Source: an optimization exercise on an open RTL-to-GDS flow (aim: small area and few clock cycles). Production flows keep margins and buffers that such runs may drop.
Only simulation tests tie the RTL to the original design; equivalence was not proved.
Power figures rest on the tool's default switching activity, not on a simulated workload.

// icsp_stream
module icsp_stream (
    input  wire        clk,
    input  wire        rst,
    input  wire        op_valid,
    output wire        op_ready,
    input  wire [2:0]  op_code,
    input  wire [21:0] op_arg,
    output wire        o_valid,
    input  wire        o_ready,
    output reg  [7:0]  o_data,
    input  wire        s_valid,
    input  wire [7:0]  s_data,
    output wire        w_valid,
    output wire [15:0] w_data
);
For scale: about 260 cells after synthesis, about 55 flip-flops, ~65 I/O pins, about 2600 um2 of cells after synthesis.
==> module icsp_stream, before the edit <==
module icsp_stream (
    input  wire        clk,
    input  wire        rst,
    input  wire        op_valid,
    output wire        op_ready,
    input  wire [2:0]  op_code,
    input  wire [21:0] op_arg,
    output wire        o_valid,
    input  wire        o_ready,
    output reg  [7:0]  o_data,
    input  wire        s_valid,
    input  wire [7:0]  s_data,
    output wire        w_valid,
    output wire [15:0] w_data
);
    localparam [1:0] U_T = 2'd0, U_B = 2'd1, U_P = 2'd2, U_S = 2'd3;
    reg [2:0]  op;
    reg [21:0] arg;      
    reg [5:0]  u;
    reg        h;        
    reg [1:0]  p;        
    wire idle = !h && (p == 2'd3);
    assign op_ready = idle;
    assign o_valid  = !idle;
    wire sentinel = (op_code == 3'd3) && (op_arg[15:0] == 16'hFFFF);
    reg [5:0] u_start;
    always @* begin
        case (op_code)
            3'd0:    u_start = 6'd36;
            3'd6:    u_start = 6'd35;
            3'd7:    u_start = 6'd8;
            default: u_start = sentinel ? 6'd8 : 6'd31;
        endcase
    end
    reg [1:0] typ;
    reg [7:0] t0, p0, p1;    
    reg [7:0] cmdc;          
    reg       last_u;        
    reg        fmask;
    always @* begin
        case (op)
            3'd3:    fmask = (u[4:0] <= 5'd16);
            3'd4:    fmask = (u[4:0] <= 5'd8);
            3'd5:    fmask = (u[4:0] <= 5'd4);
            default: fmask = 1'b1;
        endcase
    end
    wire [31:0] A = {8'h00, 1'b0, arg, 1'b0};
    wire fbit = fmask && A[u[4:0]];
    localparam [31:0] KEY = 32'h4D434850;
    reg bitv;
    always @* begin
        case (op)
            3'd1:    cmdc = 8'h80;
            3'd2:    cmdc = 8'hFE;
            3'd5:    cmdc = 8'h18;
            default: cmdc = 8'hE0;
        endcase
        if (op == 3'd0)
            bitv = KEY[u[4:0]];
        else if (u[4:3] == 2'b11)
            bitv = cmdc[u[2:0]];
        else
            bitv = fbit;
    end
    always @* begin
        typ    = U_B;
        t0     = 8'h80;
        p0     = 8'h00;
        p1     = 8'h38;
        last_u = 1'b0;
        case (op)
            3'd0, 3'd6: begin
                if (u[5]) begin
                    typ = U_T;
                    case (u[2:0])
                        3'd4: begin t0 = 8'h86; p0 = 8'h0E; p1 = 8'h00; end
                        3'd3: begin             p0 = 8'h08;             end
                        3'd1: begin             p0 = 8'h00;             end
                        default: begin t0 = 8'h8F; p0 = 8'hF4; p1 = 8'h01; end
                    endcase
                    last_u = (op == 3'd6) ? (u[2:0] == 3'd2) : (u[2:0] == 3'd7);
                end
            end
            3'd2: begin
                if (u == 6'd23) begin
                    typ = U_T; p1 = 8'h18;
                end else if (u == 6'd22) begin
                    typ = U_S;
                end else if (u == 6'd61) begin
                    typ = U_T; last_u = 1'b1;
                end else if (u[5] || u[4:3] != 2'b11) begin
                    typ = U_P;
                end
            end
            3'd3, 3'd4, 3'd5: begin
                if (u[5]) begin
                    typ = U_T; t0 = 8'h8F; last_u = 1'b1;
                    case (op)
                        3'd3:    begin p0 = 8'h4B; p1 = 8'h00; end
                        3'd4:    begin p0 = 8'h7C; p1 = 8'h15; end
                        default: begin p0 = 8'h10; p1 = 8'h27; end
                    endcase
                end
            end
            3'd1: last_u = (u == 6'd0);
            default: last_u = (u[4:0] == 5'd1);
        endcase
    end
    reg unit_done;
    always @* begin
        o_data    = 8'h00;
        unit_done = 1'b0;
        case (typ)
            U_T: begin
                unit_done = (p == 2'd2);
                case (p)
                    2'd0:    o_data = t0;
                    2'd1:    o_data = p0;
                    default: o_data = p1;
                endcase
            end
            U_B: begin
                unit_done = h && (p == 2'd2);
                case (p)
                    2'd0:    o_data = 8'h80;
                    2'd1:    o_data = {2'b00, bitv, !h, 4'h0};
                    default: o_data = 8'h38;
                endcase
            end
            U_P: begin
                unit_done = h && (p == 2'd3);
                case (p)
                    2'd0:    o_data = 8'h80;
                    2'd1:    o_data = {3'b000, !h, 4'h0};
                    2'd2:    o_data = 8'h18;
                    default: o_data = 8'h81;
                endcase
            end
            default: begin
                unit_done = (p == 2'd1);
                o_data = (p == 2'd0) ? 8'h8E : 8'h01;
            end
        endcase
    end
    wire more = (op == 3'd2) && (arg[5:0] != 6'd0);
    always @(posedge clk) begin
        if (rst) begin
            h <= 1'b0;
            p <= 2'd3;
        end else if (idle) begin
            if (op_valid)
                p <= 2'd0;
        end else if (o_ready) begin
            if (unit_done) begin
                h <= 1'b0;
                p <= (last_u && !more) ? 2'd3 : 2'd0;
            end else if (!h && p == 2'd2) begin
                h <= 1'b1;
                p <= 2'd0;
            end else begin
                p <= p + 2'd1;
            end
        end
    end
    always @(posedge clk) begin
        if (idle) begin
            op  <= {op_code[2] | sentinel, op_code[1:0]};
            arg <= {op_arg[21:3], op_arg[2:0] & {3{!sentinel}}};
            u   <= u_start;
        end else if (o_ready && unit_done) begin
            if (last_u) begin
                u        <= 6'd31;
                arg[5:0] <= arg[5:0] - 6'd1;
            end else begin
                u <= u - 6'd1;
            end
        end
    end
    reg [4:0]  s_cnt;       
    reg [15:0] s_shift;
    always @(posedge clk) begin
        if (rst) begin
            s_cnt <= 5'd8;
        end else if (s_valid) begin
            s_cnt <= (s_cnt == 5'd31) ? 5'd8 : s_cnt + 5'd1;
        end
    end
    always @(posedge clk) begin
        if (s_valid)
            s_shift <= {s_shift[14:0], s_data[5]};
    end
    assign w_valid = s_valid && (s_cnt == 5'd31);
    assign w_data  = s_shift;
endmodule
==> flow/config.mk <==
export PLATFORM = sky130hd
export DESIGN_NAME = icsp_stream
export DESIGN_NICKNAME = icsp_stream
export VERILOG_FILES = /design/flow/design.v
export SDC_FILE = /design/flow/constraint.sdc
export NUM_CORES = 4
export LEC_CHECK = 0
export ABC_AREA = 1
export CAP_MARGIN = 20
export CORE_MARGIN = 2
export CORE_UTILIZATION = 60
export SLEW_MARGIN = 20
==> flow/constraint.sdc <==
create_clock -name core_clock -period 6.0 [get_ports {clk}]
set_input_delay 1.2000 -clock core_clock [delete_from_list [all_inputs] [get_ports {clk}]]
set_output_delay 1.2000 -clock core_clock [all_outputs]
set_load 0.01 [all_outputs]
standard.sh (not shown) runs the stock make flow with config.mk's settings and CLKGATE_MAP_FILE= SYNTH_SCRIPT=/design/flow/synth_recipe.tcl, a recipe that flattens the netlist after the stock synthesis.
==> flow/flow/run.sh <==
#!/bin/bash
# Own layout flow: the standard ORFS flow with changes that only affect
# how small the layout comes out:
#  - synthesis maps the logic with an area-oriented ABC script (flow/area.abc,
#    deepsyn then amap area mapping) instead of ORFS's abc_area.script;
#    registers are mapped before ABC, so they are the standard synthesis's;
#  - adders are left to ABC (no ORFS adder extraction);
#  - every port still gets a buffer, but a buf_1 instead of ORFS's default;
#  - CTS uses clkbuf_8 only, without dummy loads;
set -euo pipefail
W=$(pwd)
ABC_SCRIPT_FILE="$W/flow/area.abc"
# synthesis script: synth_recipe.tcl with ORFS's synth.tcl sourced through a
# copy whose only change is the ABC script
sed "s#log_cmd abc {\*}\$abc_args#log_cmd abc -script $ABC_SCRIPT_FILE {*}[lrange \$abc_args 2 end]#" \
    "$FLOW_HOME/scripts/synth.tcl" > "$W/flow/orfs_synth_area.tcl"
grep -q "log_cmd abc -script $ABC_SCRIPT_FILE" "$W/flow/orfs_synth_area.tcl"
sed "s#source \$::env(SCRIPTS_DIR)/synth.tcl#source $W/flow/orfs_synth_area.tcl#" \
    "$W/synth_recipe.tcl" > "$W/flow/synth_area.tcl"
grep -q "orfs_synth_area.tcl" "$W/flow/synth_area.tcl"
sed -e "s#SYNTH_SCRIPT=[^ ]*#SYNTH_SCRIPT=$W/flow/synth_area.tcl 'BUFFER_PORTS_ARGS=-buffer_cell sky130_fd_sc_hd__buf_1' ADDER_MAP_FILE= 'CTS_ARGS=-sink_clustering_enable -repair_clock_nets -dont_use_dummy_load -buf_list sky130_fd_sc_hd__clkbuf_8 -root_buf sky130_fd_sc_hd__clkbuf_8 -sink_clustering_size 60 -sink_clustering_max_diameter 400'#" \
    "$W/standard.sh" > "$W/flow/standard_area.sh"
grep -q "BUFFER_PORTS_ARGS" "$W/flow/standard_area.sh"
bash "$W/flow/standard_area.sh" > "$W/flow_make.log" 2>&1
test -f "$W/out/final.def"
==> flow/flow/area.abc <==
strash
&get -n
&deepsyn -S 2 -I 1 -J 2000 -T 900
&put
dch -f
amap -m -F 4 -A 10
topo
Testbench counts at the start, summed over its fixed seeds: cycles 453,113.
Then changed:
--- a/flow/design.v
+++ b/flow/design.v
@@ -176,20 +176,20 @@
                 u <= u - 6'd1;
             end
         end
     end
-    reg [4:0]  s_cnt;       
+    reg [4:0]  s_cnt;
     reg [15:0] s_shift;
     always @(posedge clk) begin
         if (rst) begin
-            s_cnt <= 5'd8;
+            s_cnt <= 5'd0;
         end else if (s_valid) begin
-            s_cnt <= (s_cnt == 5'd31) ? 5'd8 : s_cnt + 5'd1;
+            s_cnt <= (s_cnt == 5'd23) ? 5'd0 : s_cnt + 5'd1;
         end
     end
     always @(posedge clk) begin
         if (s_valid)
             s_shift <= {s_shift[14:0], s_data[5]};
     end
-    assign w_valid = s_valid && (s_cnt == 5'd31);
+    assign w_valid = s_valid && (s_cnt == 5'd23);
     assign w_data  = s_shift;
 endmodule
After rerunning: First-iteration DRC count goes up by 0.74%; flip-flop and latch count stays the same; clock power stays flat; count of clock-buffer cells in the layout is unchanged; setup slack got worse by 74 ps.
Testbench counts after the change, summed over its fixed seeds: cycles 453,113.

separate check: timing with driven ports:
Ports are ideal in the flow. The routed layouts listed here were re-timed in OpenROAD. Step 1: set_driving_cell puts a clkbuf_16 on clk and a buf_2 on each other input, an assumption about the parent block. Step 2 adds t to the input delays and takes it off the output delays; t is the mean of the earliest and latest rising clock arrival at the registers after step 1. Input paths then give back, and output paths get back, about the clock's delay inside the block. a / b / c = ideal ports / drivers / drivers and shift; a / b = the first two.
| run | shift t [ns] | setup WS [ns] | worst setup path after step 2 |
|---|---|---|---|
| the first run | 0.328 | 1.127 / 1.099 / 1.427 | register to output |
| the second run | 0.325 | 1.053 / 1.025 / 1.350 | register to output |
After both steps setup and hold are still met in every run listed.
